This is an optimization exercise on Yosys and OpenROAD, whose aim is small area, a short achievable clock period and few clock cycles, not a production implementation.
The RTL was checked by simulation tests, not by an equivalence proof against the original design.
No activity file was given, so power comes from the tool's default toggle rates.

===== flow/design.v =====
module ota_core (
    input  wire        clk,
    input  wire        rst,
    input  wire        cmd_valid,
    output reg         cmd_ready,
    input  wire [2:0]  cmd_op,
    input  wire [31:0] cmd_arg,
    input  wire        in_valid,
    output reg         in_ready,
    input  wire [7:0]  in_data,
    output reg         rsp_valid,
    output reg  [31:0] rsp_data,
    output reg         out_valid,
    output reg  [7:0]  out_data,
    output reg         dict_we,
    output reg  [10:0] dict_waddr,
    output reg  [7:0]  dict_wdata,
    output reg  [10:0] dict_raddr,
    input  wire [7:0]  dict_rdata
);
    localparam [31:0] MAGIC_DEFAULT = 32'h45535033;
    localparam [2:0] OP_CFG_MAGIC = 3'd1;
    localparam [2:0] OP_START     = 3'd2;
    localparam [2:0] OP_POLL      = 3'd3;
    localparam [2:0] OP_PROGRESS  = 3'd4;
    localparam [2:0] OP_VERIFY    = 3'd5;
    localparam [2:0] OP_RELEASE   = 3'd6;
    localparam [31:0] RES_INPROGRESS = 32'd0;
    localparam [31:0] RES_DONE       = 32'd1;
    localparam [31:0] ERR_HDR_LENGTH = -32'sd8;
    localparam [31:0] ERR_HDR_MAGIC  = -32'sd9;
    localparam [31:0] ERR_CHECKSUM   = -32'sd10;
    localparam [31:0] ERR_DOWNLOAD   = -32'sd11;
    localparam [2:0] ST_IDLE      = 3'd0;
    localparam [2:0] ST_HEADER    = 3'd1;
    localparam [2:0] ST_FILE      = 3'd2;
    localparam [2:0] ST_COMPLETED = 3'd3;
    localparam [2:0] ST_MAGIC     = 3'd4;
    localparam [2:0] ST_ERROR     = 3'd5;
    reg [2:0]  st;
    reg        err_is_len;
    reg [31:0] magic_cfg;
    reg [32:0] rem;              
    reg [31:0] written;          
    reg        wrapped;          
    reg [31:0] crc;
    reg [31:0] hdr_crc;
    reg [4:0]  hdr_fill;
    reg        len_ok, mag_ok, lborrow;
    reg [31:0] cl;               
    reg [7:0]  b0, b1;           
    reg        v0, v1;
    reg [30:0] bitq;             
    reg [4:0]  bitcnt;
    reg [1:0]  nopp;             
    reg        rd_act;           
    reg        a_lit;            
    reg [4:0]  cnt;              
    reg        last;             
    reg        dv;               
    reg        d_lit;            
    reg [10:0] dp;               
    reg        go;               
    reg [2:0]  op_r;             
    reg        busy;             
    reg [31:0] crc_next;
    integer i;
    always @* begin
        crc_next = crc ^ {24'd0, b0};
        for (i = 0; i < 8; i = i + 1)
            crc_next = crc_next[0] ? ((crc_next >> 1) ^ 32'hEDB88320) : (crc_next >> 1);
    end
    wire active  = (st == ST_HEADER) || (st == ST_FILE) || (st == ST_COMPLETED);
    wire in_file = (st == ST_FILE);
    wire in_hdr  = (st == ST_HEADER);
    wire full_ok = bitq[30] ? (bitcnt >= 5'd9)  : (bitcnt >= 5'd16);
    wire part_ok = bitq[30] ? (bitcnt >= 5'd17) : (bitcnt >= 5'd24);
    wire tp      = (nopp != 2'd0) && full_ok;
    wire take    = tp && (!rd_act || last);
    wire [1:0] nopp_a = !full_ok ? 2'd0 :
                        take     ? {1'b0, nopp[1] && part_ok} :
                        (nopp[1] && !part_ok) ? 2'd1 : nopp;
    wire feed    = v0 && in_file && !nopp_a[1];
    wire ib_go   = v0 && (!in_file || !nopp_a[1]);
    wire cmd_fire = cmd_valid && cmd_ready;
    wire in_fire  = in_valid && in_ready;
    wire do_start = go && (op_r == OP_START) && !active;
    wire do_poll  = go && (op_r == OP_POLL);
    reg         took;
    wire        cl_eq0 = (cl == 32'd0);
    wire        cl_eq1 = (cl == 32'd1);
    wire        cl_eq2 = (cl == 32'd2);
    wire        more   = !(took ? cl_eq1 : cl_eq0);
    function [32:0] pfx_and;
        input [32:0] x;
        integer j, l;
        begin
            pfx_and = x;
            for (l = 0; l < 6; l = l + 1)
                for (j = 0; j < 33; j = j + 1)
                    if (j & (1 << l))
                        pfx_and[j] = pfx_and[j] & pfx_and[((j >> l) << l) - 1];
        end
    endfunction
    wire [32:0] cl_p  = pfx_and({1'b1, ~cl});
    wire [31:0] cl_z  = {cl_p[30:0], 1'b1};
    wire [32:0] rem_p = pfx_and(~rem);
    wire [32:0] rem_z = {rem_p[31:0], 1'b1};
    wire [32:0] wr_p  = pfx_and({1'b1, written});
    wire [31:0] wr_z  = {wr_p[30:0], 1'b1};
    wire poll_end = busy && !more && !v0 && !tp && !rd_act;
    wire       fwd     = out_valid && (dp == written[10:0]);
    wire       wr_done = wrapped || (dp < written[10:0]);
    wire       s_lit   = d_lit;
    wire       s_fwd   = !d_lit && fwd;
    wire       s_ram   = !d_lit && !fwd && wr_done;
    wire       s_spc   = !d_lit && !fwd && !wr_done && (dp >= 11'd17);
    wire [7:0] dbyte   = ({8{s_lit}} & dp[7:0]) | ({8{s_fwd}} & out_data) |
                         ({8{s_ram}} & dict_rdata) | {2'b00, s_spc, 5'b00000};
    wire [38:0] ins   = {b0, 31'd0} >> bitcnt;
    wire [38:0] qx    = {bitq, 8'd0} | (feed ? ins : 39'd0);
    wire [30:0] q_n   = !take ? qx[38:8] : (bitq[30] ? qx[29:0] << 1 : qx[22:0] << 8);
    wire [4:0]  c_n   = !take ? (feed ? bitcnt + 5'd8 : bitcnt) :
                        bitq[30] ? (feed ? bitcnt - 5'd1 : bitcnt - 5'd9) :
                                   (feed ? bitcnt - 5'd8 : bitcnt - 5'd16);
    wire [7:0] rbyte = rem[8*hdr_fill[1:0] +: 8];
    wire [8:0] ldiff = {1'b0, rbyte} - {1'b0, (hdr_fill[1:0] == 2'd0) ? 8'd8 : {7'd0, lborrow}};
    wire v1_n   = (v1 && !ib_go) || (v0 && in_fire && !ib_go);
    wire more_n = in_fire ? !(took ? cl_eq2 : cl_eq1) : more;
    wire [31:0] written_n = written ^ ({32{out_valid}} & wr_z);
    wire       r_wr  = (op_r == OP_PROGRESS) && active;
    reg  [4:0] r_code;
    always @* begin
        r_code = ERR_DOWNLOAD[4:0];
        if (busy) begin
            case (st)
            ST_HEADER:    r_code = RES_INPROGRESS[4:0];
            ST_COMPLETED: r_code = RES_DONE[4:0];
            ST_FILE:      r_code = (rem == 33'd20) ? RES_DONE[4:0] :
                                   (rem[32] || rem[31:0] < 32'd20) ? ERR_DOWNLOAD[4:0] :
                                   RES_INPROGRESS[4:0];
            ST_MAGIC:     r_code = ERR_HDR_MAGIC[4:0];
            ST_ERROR:     r_code = err_is_len ? ERR_HDR_LENGTH[4:0] : ERR_DOWNLOAD[4:0];
            default:      r_code = ERR_DOWNLOAD[4:0];
            endcase
        end else begin
            case (op_r)
            OP_CFG_MAGIC: r_code = active ? ERR_DOWNLOAD[4:0] : RES_DONE[4:0];
            OP_PROGRESS, OP_VERIFY: begin
                if (st == ST_MAGIC)
                    r_code = ERR_HDR_MAGIC[4:0];
                else if (st == ST_ERROR)
                    r_code = err_is_len ? ERR_HDR_LENGTH[4:0] : ERR_DOWNLOAD[4:0];
                else if (op_r == OP_VERIFY && st == ST_COMPLETED)
                    r_code = (~crc == hdr_crc) ? RES_DONE[4:0] : ERR_CHECKSUM[4:0];
                else
                    r_code = ERR_DOWNLOAD[4:0];
            end
            OP_RELEASE:   r_code = RES_DONE[4:0];
            default:      r_code = ERR_DOWNLOAD[4:0];
            endcase
        end
    end
    always @* begin
        rsp_data   = cl;
        dict_we    = out_valid;
        dict_wdata = out_data;
        dict_waddr = written[10:0];
    end
    always @(posedge clk) begin
        if (rst) begin
            st        <= ST_IDLE;
            cmd_ready <= 1'b1;
            go        <= 1'b0;
            busy      <= 1'b0;
            in_ready  <= 1'b0;
            magic_cfg <= MAGIC_DEFAULT;
            rsp_valid <= 1'b0;
            out_valid <= 1'b0;
            v0        <= 1'b0;
            v1        <= 1'b0;
            nopp      <= 2'd0;
            rd_act    <= 1'b0;
            dv        <= 1'b0;
        end else begin
            go        <= cmd_fire;
            rsp_valid <= go ? (op_r != OP_POLL) : poll_end;
            cmd_ready <= cmd_ready ? !cmd_valid : (go ? (op_r != OP_POLL) : poll_end);
            busy      <= busy ? !poll_end : do_poll;
            if (go && op_r == OP_CFG_MAGIC && !active)
                magic_cfg <= cl;
            if (do_start)
                st <= ST_HEADER;
            else if (go && op_r == OP_RELEASE)
                st <= ST_IDLE;
            else if (ib_go && in_hdr && hdr_fill == 5'd19)
                st <= (!len_ok || lborrow) ? ST_ERROR : (!mag_ok ? ST_MAGIC : ST_FILE);
            else if (poll_end && in_file && (rem == 33'd20))
                st <= ST_COMPLETED;
            else if (poll_end && in_file && (rem[32] || rem[31:0] < 32'd20))
                st <= ST_ERROR;
            if (cmd_fire)
                in_ready <= 1'b1;
            else
                in_ready <= (busy || do_poll) && more_n && !v1_n;
            v0 <= ib_go ? (v1 || in_fire) : (v0 || in_fire);
            v1 <= v1_n;
            if (do_start)
                nopp <= 2'd0;
            else if (in_file)
                nopp <= nopp_a + {1'b0, feed};
            rd_act    <= take || (rd_act && !last);
            dv        <= rd_act;
            out_valid <= dv;
        end
    end
    always @(posedge clk) begin
        if (cmd_ready)
            op_r <= cmd_op;
        if (cmd_ready)
            cl <= cmd_arg;
        else if ((go && !(op_r == OP_POLL || (op_r == OP_START && !active))) || poll_end)
            cl <= (go && r_wr) ? written_n : {{27{r_code[4]}}, r_code};
        else
            cl <= cl ^ ({32{took}} & cl_z);       
        took <= in_fire;
        if (ib_go || !v0)
            b0 <= v1 ? b1 : in_data;
        if (!v1)
            b1 <= in_data;
        if (poll_end && in_file)
            err_is_len <= 1'b0;
        if (do_start) begin
            rem      <= {1'b0, cl};
            crc      <= 32'hFFFFFFFF;
            hdr_fill <= 5'd0;
            len_ok   <= 1'b1;
            mag_ok   <= 1'b1;
            lborrow  <= 1'b0;
        end else begin
            if (ib_go && in_file)
                rem <= rem ^ rem_z;                              
            if (ib_go && in_hdr) begin
                hdr_fill <= hdr_fill + 5'd1;
                if (hdr_fill[4:2] == 3'd0) begin
                    len_ok  <= len_ok && (b0 == ldiff[7:0]);
                    lborrow <= ldiff[8];
                end
                if (hdr_fill[4:2] == 3'd1)
                    hdr_crc <= {b0, hdr_crc[31:8]};
                if (hdr_fill[4:2] == 3'd2)
                    mag_ok <= mag_ok && (b0 == magic_cfg[8*hdr_fill[1:0] +: 8]);
                if (hdr_fill >= 5'd8)
                    crc <= crc_next;
                if (hdr_fill == 5'd19)
                    err_is_len <= 1'b1;
            end else if (ib_go && in_file) begin
                crc <= crc_next;
            end
        end
        if (do_start) begin
            bitq   <= 31'd0;
            bitcnt <= 5'd0;
        end else begin
            bitq   <= q_n;
            bitcnt <= c_n;
        end
        if (take) begin
            a_lit      <= bitq[30];
            dict_raddr <= bitq[30] ? {3'd0, bitq[29:22]} : bitq[29:19] + 11'd17;
            cnt        <= bitq[30] ? 5'd0 : {1'b0, bitq[18:15]} + 5'd1;
            last       <= bitq[30];
        end else begin
            a_lit      <= 1'b0;
            dict_raddr <= dict_raddr + 11'd1;
            cnt        <= cnt - 5'd1;
            last       <= (cnt == 5'd1);
        end
        d_lit    <= a_lit;
        dp       <= dict_raddr;
        out_data <= dbyte;
        written  <= do_start ? 32'd0 : written_n;
        wrapped  <= do_start ? 1'b0 : (wrapped || (out_valid && written[10:0] == 11'd2047));
    end
endmodule

===== flow/flow/run.sh =====
#!/bin/bash
set -euo pipefail
bash standard.sh SETUP_SLACK_MARGIN=6.9 finish > standard_flow.log 2>&1

===== flow/standard.sh =====
#!/bin/bash
# synth_recipe.tcl (not shown) runs the flow's synth.tcl, then flattens the netlist and writes it again
# the make line also repeats each setting of config.mk as NAME=value (left out here)
make -C /OpenROAD-flow-scripts/flow DESIGN_CONFIG=/design/flow/config.mk WORK_HOME=/design/flow/orfs CLKGATE_MAP_FILE= SYNTH_SCRIPT=/design/flow/synth_recipe.tcl "${@:-finish}"

===== flow/config.mk =====
export PLATFORM = sky130hd
export DESIGN_NAME = ota_core
export DESIGN_NICKNAME = ota_core
export VERILOG_FILES = /design/flow/design.v
export SDC_FILE = /design/flow/constraint.sdc
export NUM_CORES = 4
export LEC_CHECK = 0
export CAP_MARGIN = 20
export CORE_MARGIN = 2
export CORE_UTILIZATION = 50
export SLEW_MARGIN = 20

===== flow/constraint.sdc =====
create_clock -name core_clock -period 10.0 [get_ports {clk}]
set_input_delay 2.0000 -clock core_clock [delete_from_list [all_inputs] [get_ports {clk}]]
set_output_delay 2.0000 -clock core_clock [all_outputs]
set_load 0.01 [all_outputs]

==> impl_metrics.yaml, run 1 <==
run_status:
  status: "no timing/DRC/antenna violations"
worst_setup_path:
  arrival_ps: 1110
  crit_fanout: 3
  path_buf_inv: 1
  path_cells: "dlygate4sd2_1"
  cpLargestDelayFamily: "flip-flops"
  slowest_delay_ps: 340
  critPathSlowestCell: "dfxtp_1"
  critPathKind: "flip-flop to output port"
  startpoint_type: "flip-flop"
  crit_required_ps: 8000
  cp-end-kind: "output port"
routing:
  dr.pass1.iters: 7
  post-route-drc-count: 0
  routed_via_density: 5.86
  first_iter_violations: 1112
  wl_per_cell_um: 20.7
  ant_nets: 0
  vias: 14100
  wirelength_um: 49800
grt:
  grt_remaining_overflow: 0
  first_global_vias: 13400
  grt-busiest-layer: "met2"
  grtUsageMet3_pct: 3.33
  grt_use_met1_pct: 38.1
  antenna_found_initial: 0
  grt_max_degree: 61
  met2_usage_pct: 47.1
  grt_pass1_wl_um: 77600
  grt_util_all_layers_pct: 28.0
sta:
  hold_viol_final: 0
  tightest_slew_ps: 988
  whs_ps: 326
  finClkSkew_ps: 22.9
  worst_slew_margin_rel_pct: 33.6
  drv_slew: 0
  finalWorstSetupSlack_ps: 6890
  tns_ps: 0
  fmax_ghz: 0.321
  setup_viol: 0
  min_period_ps: 3110
  fin_crit_sh_pct: 31.1
  grt_setup_unrepaired: "yes"
logic_synthesis:
  synth_ff_type: "dfxtp_1"
  ys_ff_latch: 312
  synth_top_area_share_pct: 28.5
  synth_area_mm2: 0.0167
  syn_avg_cell_area_um2: 9.12
  ys_seq_area_share_pct: 42.0
  synthTopCellsByArea: "dfxtp_1, edfxtp_1, xnor2_1"
  ys.warnings.count: 1
  synth_area_leader_cell: "dfxtp_1"
  synthCells: 1827
  synth.distinct_cells: 89
  synth_edf_count: 75
  synth_nets: 1919
  async_flop_share_pct: 0
floorplan:
  core-area_mm2: 0.0327
  start_util_pct: 51.0
  die-area_mm2: 0.0348
  die_y_um: 187
  rows: 66
  fp.dieW_um: 187
  pin_count: 130
place:
  placed_area_mm2: 0.0181
  place_ws_ps: 5760
  dp_hpwl_um: 33700
  routabilityCongestion: 0.915
  numPortBuffers: 129
clock_tree:
  numCtsBuffers: 36
  clock_latency_ps: 520
  cts_sinks: 312
  htreeDepth: 2
  clk_pin_slew_ps: 60
  cts_hold_buffers: 0
  clk_path_buf_depth: 3
  cts_root_buf: "clkbuf_16"
  cts_tree: "yes"
finish:
  layout_commonest_cell: "nand2_1"
  layout_common_cells: "nand2_1, dfxtp_1, xnor2_1, nor2_1, a21oi_1"
  num_antenna_cells: 0
  syn_to_final_growth_pct: 19.3
  final_area_mm2: 0.0199
  fin_nets: 2030
  drive_above_1_share_pct: 18.3
power_and_ir_drop:
  ir_drop_mv: 0.130
  p_total_w: 0.00448
  power_density_mw_per_mm2: 225
  p_leak_nw: 7.52
flow_run:
  maxCapViolCount: 0
min_path:
  hold_path_class: "flip-flop to flip-flop"
## power by group
part	leakage, nW	switching [W]	internal, W
Clock	0.645	0.000550	0.000884
Sequential	2.67	0.000232	0.00150
Combinational	4.20	0.000706	0.000606
Total	7.52	0.00149	0.00299
## cell families (layout without fill, tap and decap cells)
family          after synthesis  count (layout)  synth area share (%)
fa+ha+maj                    38              38                  2.84
mux                          50              50                  4.70
xor+xnor                    224             224                  11.8
buf+inv                     187             324                  4.92
flops                       312             312                  42.0
compound gates              356             358                  14.0
simple gates                660             660                  19.7
## per-layer routing
metal / vias to the layer above / wire length (um) / share of wire [%]
met5: - / 0 / 0
met4: 0 / 1320 / 2.7
met3: 88 / 2650 / 5.3
met2: 487 / 23800 / 48
met1: 6847 / 22100 / 44
li1: 6692 / - / -
## flip-flops by register name, summed over array words and instances, names as in the netlist, 3 cells and up
register / flops
crc: 32
hdr_crc: 32
dp: 11
rem: 33
bitcnt: 5
written: 32
dict_raddr: 11
b0: 8
cnt: 5
magic_cfg: 32
hdr_fill: 5
bitq: 31
cl: 32
st: 3
op_r: 3
out_data: 8
b1: 8
## per-stage QoR
stage,instances,util (%)
final,2408,60.8
after global routing,2408,60.8
after CTS,2400,60.8
after detailed placement,2286,55.2
after global placement,2285,55.2
after floorplan,1827,-
## cell type report
cell class,count,area [um^2]
clock inverter,16,198
multi-input combinational,1330,9010
clock buffer,50,1110
inverter,62,243
sequential,312,7200
tap,442,553
fill,2900,12800
timing repair buffer,196,1580
## Yosys cell counts (all sizes together), types with 26 or more instances
cell      n
inv      60
edfxtp   75
xor2     68
ha       37
and2     30
xnor2   156
nor4     33
nor2    137
nand3    52
a21oi    99
o21ai    83
dfxtp   237
nand4    26
nor3     36
buf      46
clkbuf   79
nand2   229
## what timing repair did
item,CTS,global route
buffers inserted,46,8
gates cloned,2,0
gates resized for setup,365,53
setup endpoints to repair,218,136
pin swaps,3,4
## worst reg2reg max path: cells and delay by family, from the launching register on
kind	cells	cell delay (ps)
buffers and inverters	1	190
DFF	1	500
AOI/OAI and AO/OA	3	620
and+or+nand+nor	4	1480
## path summary, 6_finish.rpt
kind / to / from / slack [ps] / depth (start not counted)
worst max-delay path: dict_wdata[4] / out_data[4] / 6890 / 1
worst min-delay path: d_lit / a_lit / 330 / 0
worst max register to register: cl[10] / rem[12] / 7080 / 8
worst min register to register: d_lit / a_lit / 330 / 0
Testbench counts, summed over its fixed seeds: cycles 130,440.
==> inputs of run 2 (changes only) <==
==> flow/flow/run.sh (replaced) <==
#!/bin/bash
set -euo pipefail
bash standard.sh SETUP_SLACK_MARGIN=7 finish > standard_flow.log 2>&1
--- a/flow/config.mk
+++ b/flow/config.mk
@@ -7,5 +7,7 @@
 export LEC_CHECK = 0
 export CAP_MARGIN = 20
 export CORE_MARGIN = 2
-export CORE_UTILIZATION = 50
+export CORE_UTILIZATION = 40
+export CTS_CLUSTER_DIAMETER = 50
+export CTS_CLUSTER_SIZE = 25
 export SLEW_MARGIN = 20
==> run 2 against run 1 <==
Effect of this change: still clean on timing, DRC and antenna; fmax is 1.7% higher; setup slack better by 51 ps; sequential power is essentially flat; combinational power is 9.9% higher; synthesized cell count unchanged; die area up 24%; core utilization shrank 10 points; global-route usage down 4.8 points; routed wire length rose by 3.7%; critical path type unchanged.
==> impl_metrics.yaml, run 2 <==
finish:
  layout_commonest_cell: "nand2_1"
  drive_above_1_share_pct: 20.1
  largest_register_ffs: 33
  regMostFlops: "rem"
  fin_nets: 2053
  num_antenna_cells: 0
  nFillCells: 3729
  syn_to_final_growth_pct: 24.1
  final_cells: 2524
  layout_common_cells: "nand2_1, dfxtp_1, xnor2_1, nor2_1, a21oi_1"
sta:
  setup_viol: 0
  drv_slew: 0
  tns_ps: 0
  fin_crit_sh_pct: 30.6
  hold_viol_final: 0
  finClkSkew_ps: 21.3
  tightest_slew_ps: 1010
  grt_setup_unrepaired: "yes"
  fmax_ghz: 0.326
  worst_slew_margin_rel_pct: 32.1
  min_period_ps: 3060
grt:
  met2_usage_pct: 39.0
  grt_util_all_layers_pct: 23.2
  grt_remaining_overflow: 0
  grt_use_met1_pct: 30.1
  grtUsageMet3_pct: 3.65
  first_global_vias: 13800
  grt_max_degree: 81
  grt_pass1_wl_um: 79700
  antenna_found_initial: 0
  grt-busiest-layer: "met2"
power_and_ir_drop:
  p_leak_nw: 7.78
  ir_drop_mv: 0.108
  p_total_w: 0.00469
  power_density_mw_per_mm2: 227
floorplan:
  core-area_mm2: 0.0410
  die-area_mm2: 0.0433
  start_util_pct: 40.6
  pin_count: 130
  rows: 74
  fp.dieW_um: 208
  die_y_um: 208
logic_synthesis:
  ys_ff_latch: 312
  synthCells: 1827
  synth.most_common_cell: "dfxtp_1"
  yosys.area_share.simple_pct: 19.7
  synth.distinct_cells: 89
  synth_top_family_by_area: "simple AND/OR/NAND/NOR gates"
  synth_nets: 1919
  synth_area_leader_cell: "dfxtp_1"
  synthTopCellsByArea: "dfxtp_1, edfxtp_1, xnor2_1"
  syn_avg_cell_area_um2: 9.12
  async_flop_share_pct: 0
  synth_fa_ha_area_share_pct: 2.84
  synth_xor_xnor_area_share_pct: 11.8
  ys.warnings.count: 1
  synth_area_mm2: 0.0167
  synth_ff_type: "dfxtp_1"
  muxShareOfSynthArea_pct: 4.70
  synth_top_area_share_pct: 28.5
  synth_edf_count: 75
  ys_seq_area_share_pct: 42.0
  synth-compound-area-share_pct: 14.0
  synth_common_cells: "dfxtp_1, nand2_1, xnor2_1"
place:
  numPortBuffers: 129
  place_inst: 2375
  dp_hpwl_um: 34300
  routabilityCongestion: 0.919
routing:
  vias: 14300
  dr.pass1.iters: 9
  wl_per_cell_um: 20.5
  routed_via_density: 5.68
  post-route-drc-count: 0
  first_iter_violations: 1429
  wirelength_um: 51700
  ant_nets: 0
worst_setup_path:
  critPathCapture: "rsp_data[13]"
  reg2reg_from: "rem[12]"
  path_buf_inv: 1
  cp-end-kind: "output port"
  cp.depth: 1
  r2r_cells: 8
  path_cells: "buf_6"
  r2r-end: "cl[30]"
  crit_fanout: 2
  critPathKind: "flip-flop to output port"
  startpoint_type: "flip-flop"
  cpLargestDelayFamily: "flip-flops"
  slowest_delay_ps: 390
  critPathSlowestCell: "dfxtp_4"
  crit_required_ps: 8000
  arrival_ps: 1060
  reg2reg_slack_ps: 7080
  crit_start: "cl[13]"
run_status:
  status: "no timing/DRC/antenna violations"
flow_run:
  maxCapViolCount: 0
clock_tree:
  cts_root_buf: "clkbuf_16"
  cts_tree: "yes"
  cts_hold_buffers: 0
  clk_pin_slew_ps: 70
  cts_sinks: 312
  clk_path_buf_depth: 3
  clock_latency_ps: 570
  numCtsBuffers: 39
  htreeDepth: 2
min_path:
  hold_path_class: "flip-flop to flip-flop"
run 2: cell counts after synthesis:
Identical to the previous run, type by type.
run 2: worst min path at each step:
stage,startpoint,slack (ps),end,cells past startpoint
3_3_place_gp,a_lit,340,d_lit,0
5_1_grt,a_lit,370,d_lit,0
6_report,a_lit,360,d_lit,0
4_1_cts,a_lit,370,d_lit,0
3_5_place_dp,a_lit,350,d_lit,0
2_1_floorplan,a_lit,310,d_lit,0
run 2: kinds of logic (layout without fill, tap and decap cells):
family | count (synthesis) | count (layout)
simple gates | 660 | 660
xor+xnor | 224 | 224
flops | 312 | 312
mux | 50 | 50
buf+inv | 187 | 351
compound gates | 356 | 357
fa+ha+maj | 38 | 38
run 2: layout make-up:
cell class / count / area (um^2) / area share (%)
multi-input cells: 1329 / 9030 / 43.7
flip-flops and latches: 312 / 7220 / 34.9
repair buffers: 217 / 2130 / 10.3
clock buffers: 42 / 1030 / 4.97
well taps: 532 / 666 / 3.22
clock inverters: 30 / 369 / 1.78
inverters: 62 / 243 / 1.17
run 2: repair_timing:
item	4_1_cts	5_1_grt
endpoints found under the hold margin	0	0
pin swaps	3	4
setup endpoints to repair	221	204
setup buffers	64	10
resized for setup	510	31
gates cloned	1	1
run 2: stage by stage:
stage / instance area, um^2 / setup WS (ps) / util, % / hold WS, ps
3_5_place_dp: 18200 / 5830 / 44.3 / 348
4_1_cts: 20400 / 6920 / 49.8 / 365
3_3_place_gp: 18200 / 5950 / 44.3 / 344
6_report: 20700 / 6940 / 50.4 / 358
2_1_floorplan: 16700 / 6990 / - / 310
5_1_grt: 20700 / 6920 / 50.4 / 374
run 2: power by group:
part | internal [W] | switching (W) | total (W)
clock | 0.000843 | 0.000664 | 0.00151
sequential | 0.00150 | 0.000240 | 0.00174
combinational | 0.000714 | 0.000730 | 0.00144
run 2: per-layer routing:
layer	share of wire (%)	routed length, um	vias to the layer above
li1	-	-	6727
met1	43	22000	6939
met2	48	24600	560
met3	6.3	3260	121
met4	3.5	1810	0
met5	0	0	-
==> inputs of run 3 (changes only) <==
--- a/flow/config.mk
+++ b/flow/config.mk
@@ -8,6 +8,5 @@
 export CAP_MARGIN = 20
 export CORE_MARGIN = 2
 export CORE_UTILIZATION = 40
-export CTS_CLUSTER_DIAMETER = 50
-export CTS_CLUSTER_SIZE = 25
 export SLEW_MARGIN = 20
+export TNS_END_PERCENT = 20
==> run 3 against run 2 <==
Effect of this change: still clean on timing, DRC and antenna; via count is 0.82% lower; critical path depth did not move; core utilization shrank 1.1 points; final cell count is 0.36% lower; worst hold slack got worse by 6.5 ps; routed wire length grew 0.15%; fmax is 0.46% lower; sequential share of layout area increased by 0.80 points; combinational power down 6%; area after synthesis did not move; die area is the same; design area down 2.2%; largest cell class unchanged.
==> impl_metrics.yaml, run 3 <==
run_status:
  status: "no timing/DRC/antenna violations"
logic_synthesis:
  ys.warnings.count: 1
  async_flop_share_pct: 0
  synth_top_family_by_area: "simple AND/OR/NAND/NOR gates"
  synthCells: 1827
  synth.most_common_cell: "dfxtp_1"
  synth_top_area_share_pct: 28.5
  synth_edf_count: 75
  muxShareOfSynthArea_pct: 4.70
  ys_seq_area_share_pct: 42.0
  synth_fa_ha_area_share_pct: 2.84
  synth_area_leader_cell: "dfxtp_1"
  synth_nets: 1919
  synth-compound-area-share_pct: 14.0
  synth_common_cells: "dfxtp_1, nand2_1, xnor2_1"
  ys_ff_latch: 312
  synth.distinct_cells: 89
  yosys.area_share.simple_pct: 19.7
  synth_area_mm2: 0.0167
  synth_xor_xnor_area_share_pct: 11.8
  synthTopCellsByArea: "dfxtp_1, edfxtp_1, xnor2_1"
  syn_avg_cell_area_um2: 9.12
  synth_ff_type: "dfxtp_1"
place:
  dp_hpwl_um: 34600
  place_inst: 2375
  routabilityCongestion: 0.870
  numPortBuffers: 129
floorplan:
  core-area_mm2: 0.0410
  rows: 74
  pin_count: 130
  fp.dieW_um: 208
  die_y_um: 208
  start_util_pct: 40.6
  die-area_mm2: 0.0433
sta:
  finClkSkew_ps: 31.5
  drv_slew: 0
  tightest_slew_ps: 997
  fmax_ghz: 0.325
  grt_setup_unrepaired: "yes"
  whs_ps: 352
  fin_crit_sh_pct: 30.8
  setup_viol: 0
  min_period_ps: 3080
  hold_viol_final: 0
  tns_ps: 0
  worst_slew_margin_rel_pct: 33.2
worst_setup_path:
  startpoint_type: "flip-flop"
  slowest_delay_ps: 400
  arrival_ps: 1080
  cp-end-kind: "output port"
  crit_required_ps: 8000
  path_cells: "buf_6"
  crit_fanout: 2
  critPathSlowestCell: "dfxtp_4"
  path_buf_inv: 1
  critPathKind: "flip-flop to output port"
  cpLargestDelayFamily: "flip-flops"
power_and_ir_drop:
  power_density_mw_per_mm2: 224
  pwr-share-seq_pct: 37.9
  combPwrFrac_pct: 29.9
  p_leak_nw: 7.63
  swShare_pct: 33.6
  switching_power_w: 0.00152
  p_int_w: 0.00301
  ir_drop_mv: 0.182
  p_clk_share_pct: 32.2
finish:
  num_antenna_cells: 0
  fin_nets: 2046
  syn_to_final_growth_pct: 21.3
  layout_common_cells: "nand2_1, dfxtp_1, xnor2_1, nor2_1, a21oi_1"
  largest_register_ffs: 33
  regMostFlops: "rem"
  drive_above_1_share_pct: 19.1
  utilization_pct: 49.3
  layout_commonest_cell: "nand2_1"
  final_cells: 2515
grt:
  grt_remaining_overflow: 0
  antenna_found_initial: 0
  first_global_vias: 13700
  grt_util_all_layers_pct: 23.4
  grt_pass1_wl_um: 79900
  grt_max_degree: 79
routing:
  wl_per_cell_um: 20.6
  first_iter_violations: 1404
  dr.pass1.iters: 6
  wirelength_um: 51700
  vias: 14200
  post-route-drc-count: 0
  ant_nets: 0
  routed_via_density: 5.66
clock_tree:
  cts_root_buf: "clkbuf_16"
  clock_latency_ps: 570
  clk_pin_slew_ps: 60
  clk_path_buf_depth: 3
  cts_sinks: 312
  numCtsBuffers: 37
  htreeDepth: 2
  cts_hold_buffers: 0
  cts_tree: "yes"
min_path:
  hold_path_class: "flip-flop to flip-flop"
flow_run:
  maxCapViolCount: 0
-- run 3: power by group through the flow --
stage               sequential, W  clock, W  combinational, W
floorplan                 0.00167         0          0.000933
global placement          0.00178         0           0.00124
detailed placement        0.00178         0           0.00125
CTS                       0.00173   0.00148           0.00132
global route              0.00174   0.00153           0.00149
finish                    0.00172   0.00146           0.00136
-- run 3: repair_timing --
item                                    in CTS  in global routing
pin swaps                                    3                  7
resized for setup                          453                 29
gates cloned                                 1                  0
setup buffers                               54                 17
endpoints found under the setup margin     256                228
-- run 3: area by class of cell --
type                            count  area [um^2]
Clock buffer                       51         1070
Clock inverter                     17          243
Fill cell                        3822        20800
Inverter                           62          243
Multi-Input combinational cell   1329         9010
Sequential cell                   312         7220
Tap cell                          532          666
Timing Repair Buffer              212         1770
-- run 3: layer usage --
| metal | share of wire [%] | GRT usage [%] |
|---|---|---|
| met1 | 44 | 31.4 |
| met2 | 46 | 37.9 |
| met3 | 6.4 | 3.40 |
| met4 | 3.6 | 9.35 |
| met5 | 0 | 0 |
-- run 3: cell families after synthesis --
kind of cell / after synthesis
fa+ha+maj: 38
flops: 312
xor+xnor: 224
simple gates: 660
buf+inv: 187
mux: 50
compound gates: 356
-- run 3: worst paths after layout --
kind              startpoint  slack [ps]      endpoint  cells past startpoint
setup / recovery      cl[10]        6920  rsp_data[10]                      1
hold / removal         a_lit         350         d_lit                      0
setup reg to reg       st[2]        6970        rem[9]                      5
hold reg to reg        a_lit         350         d_lit                      0
-- run 3: metrics by stage --
step	cell area [um^2]	setup WS [ps]	total power, W
floorplan	16700	6820	0.00261
global placement	18200	5880	0.00302
detailed placement	18200	5710	0.00303
CTS	20000	6900	0.00453
global route	20200	6840	0.00476
finish	20200	6920	0.00454
==> inputs of run 4 (changes only) <==
--- a/flow/config.mk
+++ b/flow/config.mk
@@ -9,4 +9,3 @@
 export CORE_MARGIN = 2
 export CORE_UTILIZATION = 40
 export SLEW_MARGIN = 20
-export TNS_END_PERCENT = 20
==> run 4 against run 3 <==
Effect of this change: synthesized cell count is the same; routed wire length shrank 0.14%; core utilization grew 0.57 points; clock-buffer cell count is the same; final cell count is essentially flat; sequential power is essentially flat; first-iteration DRC count shrank 8.3%; design area grew 1.2%; via count shrank 0.62%; critical endpoint is now rsp_data[13].
==> impl_metrics.yaml, run 4 <==
run_status:
  status: "no timing/DRC/antenna violations"
finish:
  utilization_pct: 49.9
  layout_commonest_cell: "nand2_1"
  regMostFlops: "rem"
  fin_nets: 2053
  largest_register_ffs: 33
  syn_to_final_growth_pct: 22.7
  layout_common_cells: "nand2_1, dfxtp_1, xnor2_1, nor2_1, a21oi_1"
  drive_above_1_share_pct: 19.1
  num_antenna_cells: 0
  nFillCells: 3776
power_and_ir_drop:
  p_int_w: 0.00301
  p_total_w: 0.00452
  swShare_pct: 33.4
  power_density_mw_per_mm2: 221
  p_leak_nw: 7.67
  pwr-share-seq_pct: 38.4
  p_clk_share_pct: 29.6
  switching_power_w: 0.00151
  ir_drop_mv: 0.116
  combPwrFrac_pct: 32.0
routing:
  wirelength_um: 51700
  first_iter_violations: 1288
  ant_nets: 0
  wl_per_cell_um: 20.5
  post-route-drc-count: 0
  dr.pass1.iters: 6
  routed_via_density: 5.62
  vias: 14100
floorplan:
  start_util_pct: 40.6
  core-area_mm2: 0.0410
  pin_count: 130
  die-area_mm2: 0.0433
  fp.dieW_um: 208
  die_y_um: 208
  rows: 74
logic_synthesis:
  synth.most_common_cell: "dfxtp_1"
  muxShareOfSynthArea_pct: 4.70
  syn_avg_cell_area_um2: 9.12
  synthCells: 1827
  ys_seq_area_share_pct: 42.0
  synthTopCellsByArea: "dfxtp_1, edfxtp_1, xnor2_1"
  synth_common_cells: "dfxtp_1, nand2_1, xnor2_1"
  synth.distinct_cells: 89
  synth_ff_type: "dfxtp_1"
  ys.warnings.count: 1
  synth_area_leader_cell: "dfxtp_1"
  synth_top_family_by_area: "simple AND/OR/NAND/NOR gates"
  synth_top_area_share_pct: 28.5
  synth_area_mm2: 0.0167
  synth_edf_count: 75
  synth_nets: 1919
  ys_ff_latch: 312
  async_flop_share_pct: 0
  synth_fa_ha_area_share_pct: 2.84
  yosys.area_share.simple_pct: 19.7
  synth-compound-area-share_pct: 14.0
  synth_xor_xnor_area_share_pct: 11.8
sta:
  drv_slew: 0
  finClkSkew_ps: 16.2
  tightest_slew_ps: 1020
  fmax_ghz: 0.330
  hold_viol_final: 0
  min_period_ps: 3030
  worst_slew_margin_rel_pct: 31.8
  fin_crit_sh_pct: 30.3
  tns_ps: 0
  whs_ps: 349
  finalWorstSetupSlack_ps: 6970
  grt_setup_unrepaired: "yes"
  setup_viol: 0
worst_setup_path:
  crit_required_ps: 8000
  crit_fanout: 2
  reg2reg_slack_ps: 7100
  critPathSlowestCell: "dfxtp_4"
  critPathKind: "flip-flop to output port"
  r2r_cells: 9
  cpLargestDelayFamily: "flip-flops"
  path_cells: "buf_6"
  r2r-end: "bitq[16]"
  reg2reg_from: "bitcnt[1]"
  cp-end-kind: "output port"
  path_buf_inv: 1
  startpoint_type: "flip-flop"
  arrival_ps: 1030
  slowest_delay_ps: 380
grt:
  first_global_vias: 13800
  grt_util_all_layers_pct: 23.3
  antenna_found_initial: 0
  grt_pass1_wl_um: 79900
  grt_max_degree: 81
  grt_remaining_overflow: 0
flow_run:
  maxCapViolCount: 0
min_path:
  whs_endpoint: "d_lit"
  holdPathStages: 0
  worstHoldStart: "a_lit"
  hold_path_class: "flip-flop to flip-flop"
clock_tree:
  cts_hold_buffers: 0
  clk_pin_slew_ps: 60
  clock_latency_ps: 540
  cts_root_buf: "clkbuf_16"
  cts_tree: "yes"
  clk_path_buf_depth: 3
  cts_sinks: 312
  numCtsBuffers: 37
  htreeDepth: 2
place:
  numPortBuffers: 129
  place_ws_ps: 5830
  routabilityCongestion: 0.919
  dp_hpwl_um: 34300
-- run 4: cell counts after synthesis --
No cell type changed its count.
-- run 4: logic make-up after synthesis --
family / after synthesis
and+or+nand+nor: 660
AOI/OAI and AO/OA: 356
DFF: 312
xor gates and xnor gates: 224
buffers and inverters: 187
muxes: 50
adders and majority gates: 38
-- run 4: layout make-up --
class                   instances  area (um^2)  area share, %
clock buffers                  51         1030           5.03
flip-flops and latches        312         7210           35.3
clock inverters                12          141          0.691
repair buffers                219         2110           10.3
multi-input cells            1329         9040           44.2
well taps                     532          666           3.25
inverters                      62          243           1.19
-- run 4: power groups by stage --
stage	Sequential (W)	Combinational (W)	Clock [W]
after floorplan	0.00167	0.000935	0
after global placement	0.00178	0.00124	0
after detailed placement	0.00178	0.00126	0
after CTS	0.00174	0.00141	0.00136
after global routing	0.00177	0.00157	0.00141
final	0.00174	0.00145	0.00134
-- run 4: routing by layer --
layer  share of wire [%]  vias to the layer above  GRT usage [%]
met3                 6.0                      104           3.91
met5                   0                        -              0
met2                  48                      508           39.1
met1                  43                     6809           30.3
met4                 3.0                        0           8.48
li1                    -                     6720              -
-- run 4: per-stage QoR --
step | std cells | instance area, um^2
4_1_cts | 2503 | 20200
3_5_place_dp | 2375 | 18200
5_1_grt | 2517 | 20500
6_report | 2517 | 20500
3_3_place_gp | 2375 | 18200
2_1_floorplan | 1827 | 16700
-- run 4: repair_timing --
action | CTS | global route
pin swaps | 3 | 5
setup endpoints to repair | 222 | 200
setup buffers | 64 | 13
cloned | 1 | 0
endpoints found under the hold margin | 0 | 0
resized for setup | 507 | 36
-- run 4: worst max-delay path by stage --
stage / from / to / slack [ps] / cells past startpoint
final: cl[13] / rsp_data[13] / 6970 / 1
after global routing: bitcnt[0] / bitq[16] / 6930 / 9
after CTS: cl[13] / rsp_data[13] / 6940 / 1
after detailed placement: bitcnt[3] / cl[30] / 5830 / 8
after global placement: bitcnt[3] / cl[31] / 5950 / 8
after floorplan: in_valid / in_ready / 6990 / 7
==> inputs of run 5 (changes only) <==
==> flow/flow/run.sh (replaced) <==
#!/bin/bash
set -euo pipefail
bash standard.sh SETUP_SLACK_MARGIN=7 CTS_ARGS=-sink_clustering_enable\ -repair_clock_nets\ -sink_buffer_max_cap_derate\ 0.05 finish > standard_flow.log 2>&1
==> run 5 against run 4 <==
Effect of this change: still clean; first-iteration DRC count rose by 12%; die area did not move; clock skew rose by 36 ps; non-clock buffer count rose by 3; flip-flop and latch count did not move; clock power fell by 11%; combinational power barely moved; final cell count rose by 1.7%.
==> impl_metrics.yaml, run 5 <==
logic_synthesis:
  async_flop_share_pct: 0
  synth.most_common_cell: "dfxtp_1"
  syn_avg_cell_area_um2: 9.12
  synthTopCellsByArea: "dfxtp_1, edfxtp_1, xnor2_1"
  synth-compound-area-share_pct: 14.0
  synth_ff_type: "dfxtp_1"
  synth_common_cells: "dfxtp_1, nand2_1, xnor2_1"
  synth_xor_xnor_area_share_pct: 11.8
  synth.distinct_cells: 89
  synth_edf_count: 75
  synth_top_family_by_area: "simple AND/OR/NAND/NOR gates"
  ys.warnings.count: 1
  ys_seq_area_share_pct: 42.0
  synth_fa_ha_area_share_pct: 2.84
  synth_area_leader_cell: "dfxtp_1"
  yosys.area_share.simple_pct: 19.7
  synthCells: 1827
  muxShareOfSynthArea_pct: 4.70
  synth_top_area_share_pct: 28.5
  synth_nets: 1919
  ys_ff_latch: 312
  synth_area_mm2: 0.0167
worst_setup_path:
  critPathSlowestCell: "dfxtp_4"
  path_buf_inv: 1
  startpoint_type: "flip-flop"
  crit_required_ps: 8000
  reg2reg_from: "written[6]"
  r2r-end: "out_data[5]"
  crit_fanout: 2
  reg2reg_slack_ps: 7150
  cp-end-kind: "output port"
  slowest_delay_ps: 390
  r2r_cells: 10
  arrival_ps: 1360
  path_cells: "buf_6"
  critPathKind: "flip-flop to output port"
  cpLargestDelayFamily: "flip-flops"
sta:
  min_period_ps: 3360
  hold_viol_final: 0
  fin_crit_sh_pct: 33.6
  tightest_slew_ps: 1030
  finClkSkew_ps: 52.0
  tns_ps: 0
  fmax_ghz: 0.297
  whs_ps: 344
  finalWorstSetupSlack_ps: 6640
  drv_slew: 0
  grt_setup_unrepaired: "yes"
  setup_viol: 0
  worst_slew_margin_rel_pct: 31.0
floorplan:
  die_y_um: 208
  pin_count: 130
  start_util_pct: 40.6
  fp.dieW_um: 208
  rows: 74
  die-area_mm2: 0.0433
  core-area_mm2: 0.0410
power_and_ir_drop:
  ir_drop_mv: 0.110
  power_density_mw_per_mm2: 214
  p_leak_nw: 7.70
grt:
  grt_util_all_layers_pct: 23.4
  grt_remaining_overflow: 0
  grt_max_degree: 81
  first_global_vias: 13900
  antenna_found_initial: 1
  grt_pass1_wl_um: 79900
clock_tree:
  cts_sinks: 312
  cts_root_buf: "clkbuf_4"
  cts_tree: "yes"
  clk_path_buf_depth: 3
  cts_hold_buffers: 0
  clock_latency_ps: 860
  clk_pin_slew_ps: 70
  htreeDepth: 2
  numCtsBuffers: 56
finish:
  multi_input_comb_area_mm2: 0.00904
  final_area_mm2: 0.0205
  drive_above_1_share_pct: 20.4
  regArea_mm2: 0.00722
  layout_common_cells: "nand2_1, dfxtp_1, xnor2_1, nor2_1, a21oi_1"
  layout_commonest_cell: "nand2_1"
  fin_nets: 2076
  largest_register_ffs: 33
  utilization_pct: 49.9
  nFillCells: 3774
  regMostFlops: "rem"
  syn_to_final_growth_pct: 22.7
place:
  routabilityCongestion: 0.919
  place_ws_ps: 5830
  numPortBuffers: 129
  placed_area_mm2: 0.0182
  dp_hpwl_um: 34300
run_status:
  status: "no timing/DRC/antenna violations"
routing:
  post-route-drc-count: 0
  vias: 14300
  ant_nets: 0
  wl_per_cell_um: 20.3
  first_iter_violations: 1442
  routed_via_density: 5.57
  wirelength_um: 51800
  dr.pass1.iters: 6
flow_run:
  maxCapViolCount: 0
min_path:
  whs_endpoint: "d_lit"
  hold_path_class: "flip-flop to flip-flop"
  holdPathStages: 0
  worstHoldStart: "a_lit"
## run 5: worst max-delay path by stage
| stage | from | end | depth (start not counted) |
|---|---|---|---|
| after CTS | cl[13] | rsp_data[13] | 1 |
| after detailed placement | bitcnt[3] | cl[30] | 8 |
| after floorplan | in_valid | in_ready | 7 |
| after global placement | bitcnt[3] | cl[31] | 8 |
| final | cl[17] | rsp_data[17] | 1 |
| after global routing | cl[17] | rsp_data[17] | 1 |
## run 5: per-layer routing
metal / share of wire, % / GRT usage (%) / vias to the layer above
met1: 42 / 29.9 / 6815
li1: - / - / 6786
met3: 7.5 / 5.46 / 130
met5: 0 / 0 / -
met2: 47 / 38.2 / 529
met4: 3.9 / 9.68 / 0
## run 5: area by class of cell
| cell class | count | area share (%) |
|---|---|---|
| diodes | 1 | 0.0122 |
| clock buffers | 95 | 5.21 |
| clock inverters | 6 | 0.147 |
| inverters | 62 | 1.19 |
| multi-input cells | 1330 | 44.2 |
| flip-flops and latches | 312 | 35.3 |
| well taps | 532 | 3.25 |
| repair buffers | 222 | 10.7 |
## run 5: where the power goes
part | total [W] | internal, W | switching [W]
Combinational | 0.00144 | 0.000713 | 0.000732
Clock | 0.00119 | 0.000650 | 0.000541
Sequential | 0.00174 | 0.00150 | 0.000239
Total | 0.00438 | 0.00287 | 0.00151
## run 5: logic make-up (layout without fill, tap and decap cells)
kind of cell	Yosys count	count (layout)
AO/OA/AOI/OAI	356	357
XOR/XNOR	224	224
adder cells (fa/ha/maj)	38	38
buffers and inverters	187	385
flip-flops	312	312
multiplexers	50	50
other	0	1
AND/OR/NAND/NOR	660	661
## run 5: metrics by stage
| step | cells | total power, W |
|---|---|---|
| final | 2560 | 0.00438 |
| after global routing | 2560 | 0.00461 |
| after CTS | 2547 | 0.00438 |
| after detailed placement | 2375 | 0.00303 |
| after global placement | 2375 | 0.00302 |
| after floorplan | 1827 | 0.00261 |
## run 5: what timing repair did
item	in CTS	in global routing
pin swaps	4	3
gates resized for setup	510	34
setup endpoints to repair	219	187
buffers inserted	69	9
gates cloned	2	1
==> inputs of run 6 (changes only) <==
==> flow/flow/run.sh (replaced) <==
#!/bin/bash
set -euo pipefail
bash standard.sh SETUP_SLACK_MARGIN=6.95 finish > standard_flow.log 2>&1
==> run 6 against run 5 <==
Effect of this change: clock skew is 29 ps lower; final cell count is 2.3% lower; clock power is about 20% higher; sequential power hardly changed; register-to-register slack worse by 150 ps; global-route usage is 0.29 points lower; area after synthesis stayed put; flip-flop and latch count stayed put; setup slack better by 330 ps; non-clock buffer count is 22 lower; design area is 1.7% lower; core utilization is 0.87 points lower; still clean.
==> impl_metrics.yaml, run 6 <==
logic_synthesis:
  async_flop_share_pct: 0
  synth.distinct_cells: 89
  syn_avg_cell_area_um2: 9.12
  synth_nets: 1919
  synth_area_mm2: 0.0167
  synth_ff_type: "dfxtp_1"
  synth_top_area_share_pct: 28.5
  synth_area_leader_cell: "dfxtp_1"
  synth.most_common_cell: "dfxtp_1"
  ys.warnings.count: 1
  ys_ff_latch: 312
  synthCells: 1827
  ys_seq_area_share_pct: 42.0
  synthTopCellsByArea: "dfxtp_1, edfxtp_1, xnor2_1"
  synth_common_cells: "dfxtp_1, nand2_1, xnor2_1"
  synth_edf_count: 75
finish:
  layout_common_cells: "nand2_1, dfxtp_1, xnor2_1, nor2_1, a21oi_1"
  utilization_pct: 49.0
  drive_above_1_share_pct: 18.8
  largest_register_ffs: 33
  layout_commonest_cell: "nand2_1"
  final_cells: 2501
  fin_nets: 2035
  syn_to_final_growth_pct: 20.6
  final_area_mm2: 0.0201
  num_antenna_cells: 0
  regMostFlops: "rem"
worst_setup_path:
  r2r_cells: 12
  crit_fanout: 2
  slowest_delay_ps: 390
  path_buf_inv: 1
  critPathSlowestCell: "dfxtp_4"
  path_cells: "buf_6"
  crit_required_ps: 8000
  reg2reg_from: "rem[0]"
  r2r-end: "rem[17]"
  cpLargestDelayFamily: "flip-flops"
  cp-end-kind: "output port"
  startpoint_type: "flip-flop"
  reg2reg_slack_ps: 7000
  critPathKind: "flip-flop to output port"
  crit_start: "cl[17]"
  arrival_ps: 1030
sta:
  finalWorstSetupSlack_ps: 6970
  hold_viol_final: 0
  finClkSkew_ps: 22.7
  drv_slew: 0
  tightest_slew_ps: 1040
  worst_slew_margin_rel_pct: 30.2
  fin_crit_sh_pct: 30.3
  fmax_ghz: 0.330
  tns_ps: 0
  grt_setup_unrepaired: "yes"
  min_period_ps: 3030
  setup_viol: 0
clock_tree:
  cts_tree: "yes"
  clk_path_buf_depth: 3
  clock_latency_ps: 530
  numCtsBuffers: 37
  cts_hold_buffers: 0
  cts_root_buf: "clkbuf_16"
  cts_sinks: 312
  htreeDepth: 2
  clk_pin_slew_ps: 60
floorplan:
  core-area_mm2: 0.0410
  fp.dieW_um: 208
  rows: 74
  start_util_pct: 40.6
  pin_count: 130
  die_y_um: 208
  die-area_mm2: 0.0433
min_path:
  holdPathStages: 0
  worstHoldStart: "a_lit"
  whs_endpoint: "d_lit"
  hold_path_class: "flip-flop to flip-flop"
flow_run:
  maxCapViolCount: 0
run_status:
  status: "no timing/DRC/antenna violations"
routing:
  routed_via_density: 5.66
  wirelength_um: 51400
  post-route-drc-count: 0
  vias: 14200
  wl_per_cell_um: 20.6
  dr.pass1.iters: 5
  ant_nets: 0
  first_iter_violations: 1297
place:
  routabilityCongestion: 0.902
  placed_area_mm2: 0.0182
  place_inst: 2376
  dp_hpwl_um: 34200
  place_ws_ps: 5940
  numPortBuffers: 129
grt:
  grt_max_degree: 82
  antenna_found_initial: 0
  first_global_vias: 13700
  grt_util_all_layers_pct: 23.1
  grt_pass1_wl_um: 79700
  grt_remaining_overflow: 0
power_and_ir_drop:
  swShare_pct: 33.5
  pwr-share-seq_pct: 38.5
  power_density_mw_per_mm2: 224
  p_clk_share_pct: 31.9
  p_int_w: 0.00300
  p_leak_nw: 7.55
  switching_power_w: 0.00151
  combPwrFrac_pct: 29.6
  ir_drop_mv: 0.107
==> run 6: cell types whose count changed in the layout (fill, tap and decap cells not counted), moves of 5 or more <==
cell	delta
clkbuf_8	-68
buf_2	+46
bufinv_16	+5
buf_4	-9
clkbuf_4	-5
clkbuf_16	+40
buf_6	-57
clkbuf_1	-19
==> run 6: worst max path at each step <==
stage,end,cells past startpoint
after floorplan,nopp[1],12
after global placement,cl[31],9
after detailed placement,cl[30],9
after CTS,cmd_ready,1
after global routing,rem[17],12
final,rsp_data[17],1
==> run 6: power by group through the flow <==
stage          logic [W]  clock network, W  registers (W)
6_report         0.00133           0.00143        0.00173
3_3_place_gp     0.00124                 0        0.00177
2_1_floorplan   0.000934                 0        0.00167
4_1_cts          0.00131           0.00146        0.00173
5_1_grt          0.00146           0.00151        0.00176
3_5_place_dp     0.00125                 0        0.00178
==> run 6: timing repair <==
| item | in CTS | in global routing |
|---|---|---|
| pin swaps | 2 | 2 |
| endpoints found under the setup margin | 221 | 127 |
| gates resized for setup | 440 | 39 |
| buffers inserted | 55 | 3 |
| gates cloned | 2 | 0 |
==> run 6: cell type report <==
type | count | area, um^2
well taps | 532 | 666
clock inverters | 21 | 239
flip-flops and latches | 312 | 7210
fillers | 3856 | 20900
clock buffers | 44 | 1050
multi-input cells | 1330 | 9030
repair buffers | 200 | 1670
inverters | 62 | 243
==> run 6: metrics by stage <==
step,total power [W],hold slack [ps]
2_1_floorplan,0.00261,310
3_3_place_gp,0.00302,345
3_5_place_dp,0.00303,339
4_1_cts,0.00450,353
5_1_grt,0.00473,358
6_report,0.00450,353
==> run 6: routing by layer <==
layer,global-route usage [%],share of wire (%),routed length [um],up-vias
li1,-,-,-,6694
met1,30.4,44,22400,6884
met2,38.8,47,24200,469
met3,3.64,6.3,3240,106
met4,7.84,3.0,1560,0
met5,0,0,0,-
==> run 6: kinds of logic (layout without fill, tap and decap cells) <==
family          Yosys count  after routing  share of synthesized area (%)
xor+xnor                224            224                           11.8
buf+inv                 187            327                           4.92
compound gates          356            358                           14.0
simple gates            660            660                           19.7
fa+ha+maj                38             38                           2.84
mux                      50             50                           4.70
flops                   312            312                           42.0
==> inputs of run 7 (changes only) <==
--- a/flow/config.mk
+++ b/flow/config.mk
@@ -8,4 +8,5 @@
 export CAP_MARGIN = 20
 export CORE_MARGIN = 2
 export CORE_UTILIZATION = 40
+export GPL_TIMING_DRIVEN = 1
 export SLEW_MARGIN = 20
==> run 7 against run 6 <==
Effect of this change: still clean on timing, DRC and antenna; global-route usage unchanged; non-clock buffer count unchanged; largest power group unchanged; register-to-register slack is essentially flat; die area is the same.
==> impl_metrics.yaml, run 7 <==
run_status:
  status: "no timing/DRC/antenna violations"
logic_synthesis:
  synth.distinct_cells: 89
  synth_nets: 1919
  syn_avg_cell_area_um2: 9.12
  synth_area_mm2: 0.0167
  ys_seq_area_share_pct: 42.0
  synthTopCellsByArea: "dfxtp_1, edfxtp_1, xnor2_1"
  synth_edf_count: 75
  synth_common_cells: "dfxtp_1, nand2_1, xnor2_1"
  ys_ff_latch: 312
  synth.most_common_cell: "dfxtp_1"
  synthCells: 1827
  synth_ff_type: "dfxtp_1"
  ys.warnings.count: 1
  async_flop_share_pct: 0
  synth_area_leader_cell: "dfxtp_1"
  synth_top_area_share_pct: 28.5
sta:
  min_period_ps: 3030
  setup_viol: 0
  tns_ps: 0
  finClkSkew_ps: 22.7
  hold_viol_final: 0
  tightest_slew_ps: 1040
  worst_slew_margin_rel_pct: 30.2
  fmax_ghz: 0.330
  grt_setup_unrepaired: "yes"
  drv_slew: 0
  fin_crit_sh_pct: 30.3
floorplan:
  rows: 74
  fp.dieW_um: 208
  core-area_mm2: 0.0410
  start_util_pct: 40.6
  die-area_mm2: 0.0433
  pin_count: 130
  die_y_um: 208
power_and_ir_drop:
  p_leak_nw: 7.55
  power_density_mw_per_mm2: 224
  p_clk_share_pct: 31.9
  switching_power_w: 0.00151
  ir_drop_mv: 0.107
  p_int_w: 0.00300
  swShare_pct: 33.5
  combPwrFrac_pct: 29.6
  pwr-share-seq_pct: 38.5
  p_total_w: 0.00450
routing:
  dr.pass1.iters: 5
  wl_per_cell_um: 20.6
  post-route-drc-count: 0
  ant_nets: 0
  wirelength_um: 51400
  first_iter_violations: 1297
  vias: 14200
  routed_via_density: 5.66
place:
  numPortBuffers: 129
  placed_area_mm2: 0.0182
  place_inst: 2376
  dp_hpwl_um: 34200
  routabilityCongestion: 0.902
worst_setup_path:
  r2r_cells: 12
  crit_required_ps: 8000
  critPathKind: "flip-flop to output port"
  path_cells: "buf_6"
  cpLargestDelayFamily: "flip-flops"
  critPathSlowestCell: "dfxtp_4"
  slowest_delay_ps: 390
  arrival_ps: 1030
  crit_start: "cl[17]"
  path_buf_inv: 1
  crit_fanout: 2
  r2r-end: "rem[17]"
  reg2reg_slack_ps: 7000
  startpoint_type: "flip-flop"
  reg2reg_from: "rem[0]"
  cp-end-kind: "output port"
grt:
  grt_max_degree: 82
  grt_remaining_overflow: 0
  grt_pass1_wl_um: 79700
  first_global_vias: 13700
  grt_util_all_layers_pct: 23.1
  antenna_found_initial: 0
finish:
  syn_to_final_growth_pct: 20.6
  num_antenna_cells: 0
  largest_register_ffs: 33
  regMostFlops: "rem"
  drive_above_1_share_pct: 18.8
  utilization_pct: 49.0
  layout_common_cells: "nand2_1, dfxtp_1, xnor2_1, nor2_1, a21oi_1"
  final_area_mm2: 0.0201
  layout_commonest_cell: "nand2_1"
  final_cells: 2501
  fin_nets: 2035
min_path:
  whs_endpoint: "d_lit"
  hold_path_class: "flip-flop to flip-flop"
  worstHoldStart: "a_lit"
  holdPathStages: 0
clock_tree:
  htreeDepth: 2
  cts_hold_buffers: 0
  numCtsBuffers: 37
  cts_root_buf: "clkbuf_16"
  cts_tree: "yes"
  clk_pin_slew_ps: 60
  clock_latency_ps: 530
  clk_path_buf_depth: 3
  cts_sinks: 312
flow_run:
  maxCapViolCount: 0
==> run 7: cell counts in the layout (fill, tap and decap cells not counted) <==
No cell type changed its count.
==> run 7: logic make-up after synthesis <==
kind of cell	Yosys count	synth area share, %
AO/OA/AOI/OAI	356	14.0
XOR/XNOR	224	11.8
adder cells (fa/ha/maj)	38	2.84
buffers and inverters	187	4.92
flip-flops	312	42.0
multiplexers	50	4.70
AND/OR/NAND/NOR	660	19.7
==> run 7: worst max-delay path by stage <==
stage,to,slack (ps),depth (start not counted)
final,rsp_data[17],6970,1
after global routing,rem[17],6840,12
after CTS,cmd_ready,6820,1
after detailed placement,cl[30],5940,9
after global placement,cl[31],6120,9
after floorplan,nopp[1],6960,12
==> run 7: cell type report <==
class                   instances  area, um^2
fillers                      3856       20900
clock inverters                21         239
inverters                      62         243
flip-flops and latches        312        7210
clock buffers                  44        1050
repair buffers                200        1670
multi-input cells            1330        9030
well taps                     532         666
==> run 7: through the flow <==
stage          hold slack, ps  setup WS (ps)
6_report                  353           6970
5_1_grt                   358           6840
4_1_cts                   353           6820
3_5_place_dp              339           5940
3_3_place_gp              345           6120
2_1_floorplan             310           6960
==> run 7: metal layers <==
layer	share of wire (%)	routed length [um]	vias up	track usage, %
met4	3.0	1560	0	7.84
met2	47	24200	469	38.8
li1	-	-	6694	-
met5	0	0	-	0
met3	6.3	3240	106	3.64
met1	44	22400	6884	30.4
==> run 7: timing repair <==
action                     4_1_cts  5_1_grt
gates resized for setup        440       39
pin swaps                        2        2
setup buffers                   55        3
cloned                           2        0
setup endpoints to repair      221      127
==> run 7: power by group through the flow <==
stage               registers, W  logic (W)  clock network, W
floorplan                0.00167   0.000934                 0
global placement         0.00177    0.00124                 0
detailed placement       0.00178    0.00125                 0
CTS                      0.00173    0.00131           0.00146
global route             0.00176    0.00146           0.00151
finish                   0.00173    0.00133           0.00143
==> inputs of run 8 (changes only) <==
--- a/flow/config.mk
+++ b/flow/config.mk
@@ -7,6 +7,5 @@
 export LEC_CHECK = 0
 export CAP_MARGIN = 20
 export CORE_MARGIN = 2
-export CORE_UTILIZATION = 40
-export GPL_TIMING_DRIVEN = 1
+export CORE_UTILIZATION = 45
 export SLEW_MARGIN = 20
==> run 8 against run 7 <==
Effect of this change: routed wire length is 2.1% lower; core utilization is 5.2 points higher; final cell count is 2.6% lower; total power is 2.1% lower.
==> impl_metrics.yaml, run 8 <==
clock_tree:
  cts_sinks: 312
  clk_pin_slew_ps: 60
  numCtsBuffers: 36
  cts_root_buf: "clkbuf_16"
  cts_tree: "yes"
  clock_latency_ps: 520
  htreeDepth: 2
  cts_hold_buffers: 0
  clk_path_buf_depth: 3
power_and_ir_drop:
  p_leak_nw: 7.45
  power_density_mw_per_mm2: 223
  ir_drop_mv: 0.133
logic_synthesis:
  syn_avg_cell_area_um2: 9.12
  synth_nets: 1919
  synth_fa_ha_area_share_pct: 2.84
  synth.most_common_cell: "dfxtp_1"
  muxShareOfSynthArea_pct: 4.70
  yosys.area_share.simple_pct: 19.7
  async_flop_share_pct: 0
  synth_xor_xnor_area_share_pct: 11.8
  synth_edf_count: 75
  synthTopCellsByArea: "dfxtp_1, edfxtp_1, xnor2_1"
  synth.distinct_cells: 89
  ys.warnings.count: 1
  synth_common_cells: "dfxtp_1, nand2_1, xnor2_1"
  ys_ff_latch: 312
  synth_top_family_by_area: "simple AND/OR/NAND/NOR gates"
  ys_seq_area_share_pct: 42.0
  synth_area_leader_cell: "dfxtp_1"
  synth_area_mm2: 0.0167
  synth-compound-area-share_pct: 14.0
  synth_top_area_share_pct: 28.5
  synth_ff_type: "dfxtp_1"
  synthCells: 1827
floorplan:
  start_util_pct: 45.6
  core-area_mm2: 0.0365
  rows: 70
  die_y_um: 196
  fp.dieW_um: 196
  pin_count: 130
  die-area_mm2: 0.0386
worst_setup_path:
  arrival_ps: 1020
  critPathSlowestCell: "dfxtp_4"
  cp-end-kind: "output port"
  crit_fanout: 5
  startpoint_type: "flip-flop"
  path_cells: "buf_4"
  crit_required_ps: 8000
  slowest_delay_ps: 360
  r2r-end: "cl[14]"
  path_buf_inv: 1
  r2r_cells: 9
  reg2reg_slack_ps: 7090
  cpLargestDelayFamily: "flip-flops"
  critPathKind: "flip-flop to output port"
  reg2reg_from: "bitcnt[1]"
routing:
  routed_via_density: 5.78
  dr.pass1.iters: 6
  vias: 14100
  ant_nets: 0
  first_iter_violations: 1054
  post-route-drc-count: 0
  wl_per_cell_um: 20.7
  wirelength_um: 50300
finish:
  layout_common_cells: "nand2_1, dfxtp_1, xnor2_1, nor2_1, a21oi_1"
  num_antenna_cells: 0
  regMostFlops: "rem"
  layout_commonest_cell: "nand2_1"
  syn_to_final_growth_pct: 18.8
  fin_nets: 2033
  drive_above_1_share_pct: 18.5
  nFillCells: 3351
  largest_register_ffs: 33
sta:
  hold_viol_final: 0
  drv_slew: 0
  tightest_slew_ps: 932
  min_period_ps: 3020
  fmax_ghz: 0.331
  grt_setup_unrepaired: "no"
  tns_ps: 0
  setup_viol: 0
  finalWorstSetupSlack_ps: 6980
  worst_slew_margin_rel_pct: 37.4
  fin_crit_sh_pct: 30.2
  finClkSkew_ps: 11.9
grt:
  first_global_vias: 13700
  grt_max_degree: 61
  grt_util_all_layers_pct: 25.8
  grt_remaining_overflow: 0
  grt_pass1_wl_um: 78300
  antenna_found_initial: 0
flow_run:
  maxCapViolCount: 0
place:
  dp_hpwl_um: 34400
  numPortBuffers: 129
  place_ws_ps: 5980
  routabilityCongestion: 0.907
min_path:
  whs_endpoint: "d_lit"
  worstHoldStart: "a_lit"
  hold_path_class: "flip-flop to flip-flop"
  holdPathStages: 0
run_status:
  status: "no timing/DRC/antenna violations"
run 8: cell counts after synthesis:
Identical to the previous run, type by type.
run 8: timing repair:
action,4_1_cts,5_1_grt
resized for setup,427,30
setup buffers,49,10
cloned,1,0
pin swaps,2,5
setup endpoints to repair,222,134
run 8: worst max-delay path by stage:
stage	end	depth (start not counted)	startpoint	slack [ps]
after global placement	cl[31]	9	bitcnt[3]	6050
final	dict_raddr[8]	1	dict_raddr[8]	6980
after CTS	cmd_ready	1	cmd_ready	6850
after floorplan	nopp[1]	12	bitcnt[3]	6960
after global routing	cl[14]	9	bitcnt[1]	6930
after detailed placement	cl[31]	9	bitcnt[3]	5980
run 8: report_power, final:
part | switching (W) | internal [W]
logic | 0.000716 | 0.000602
clock network | 0.000535 | 0.000826
registers | 0.000230 | 0.00150
total | 0.00148 | 0.00293
run 8: cell families after synthesis:
logic type               after synthesis
multiplexers                          50
AO/OA/AOI/OAI                        356
XOR/XNOR                             224
AND/OR/NAND/NOR                      660
adder cells (fa/ha/maj)               38
buffers and inverters                187
flip-flops                           312
run 8: routing by layer:
layer | wire (um) | global-route usage (%) | vias to the layer above
li1 | - | - | 6682
met1 | 22000 | 35.0 | 6809
met2 | 23700 | 42.8 | 481
met3 | 3020 | 3.44 | 113
met4 | 1540 | 8.11 | 0
met5 | 0 | 0 | -
run 8: worst reg2reg max path: cells and delay by family, from the launching register on:
| family | cells | cell delay [ps] |
|---|---|---|
| and+or+nand+nor | 3 | 640 |
| DFF | 1 | 450 |
| AOI/OAI and AO/OA | 3 | 1130 |
| adders and majority gates | 1 | 210 |
| buffers and inverters | 2 | 370 |
run 8: through the flow:
| stage | area (um^2) | total power, W | instances | hold slack, ps | utilization (%) |
|---|---|---|---|---|---|
| global route | 19800 | 0.00462 | 2435 | 340 | 54.2 |
| floorplan | 16700 | 0.00261 | 1827 | 310 | - |
| CTS | 19600 | 0.00441 | 2425 | 336 | 53.7 |
| finish | 19800 | 0.00441 | 2435 | 330 | 54.2 |
| detailed placement | 18100 | 0.00304 | 2311 | 318 | 49.5 |
| global placement | 18100 | 0.00302 | 2311 | 316 | 49.5 |
run 8: area by class of cell:
class	instances	area (um^2)	share of cell area [%]
inverters	62	243	1.23
flip-flops and latches	312	7200	36.4
well taps	468	586	2.96
clock buffers	50	1030	5.23
repair buffers	200	1520	7.66
multi-input cells	1329	9040	45.7
clock inverters	14	173	0.872

==> static timing again, ports no longer ideal <==
Ports are ideal in the flow. The routed layouts listed here were re-timed in OpenROAD.
Step 1 assumes that a clkbuf_16 drives the clock port and a buf_2 every other input.
Step 2 times the ports against the registers' clock, not the clock port: input delays grow and output delays shrink by t, the midpoint of the rising clock arrivals with the driver on.
Slacks: ideal / step 1 / step 2; pairs: ideal / step 1.
run	t, ns	slack for setup (ns)	worst setup path after step 2	worst slew at a driven data input, ns	pins driven straight from the clock port
run 1	0.566	6.886 / 6.831 / 6.599	input to register	0.06	1
run 2	0.611	6.937 / 6.883 / 6.570	input to register	0.06	1
run 3	0.607	6.923 / 6.867 / 6.617	input to register	0.04	1
run 4	0.593	6.968 / 6.911 / 6.584	input to register	0.06	1
run 5	0.885	6.639 / 6.587 / 6.335	input to register	0.06	1
run 6	0.571	6.970 / 6.917 / 6.584	input to register	0.06	1
run 7	0.571	6.970 / 6.917 / 6.584	input to register	0.06	1
run 8	0.565	6.977 / 6.925 / 6.591	input to register	0.05	1
After both steps every run listed still meets setup and hold.
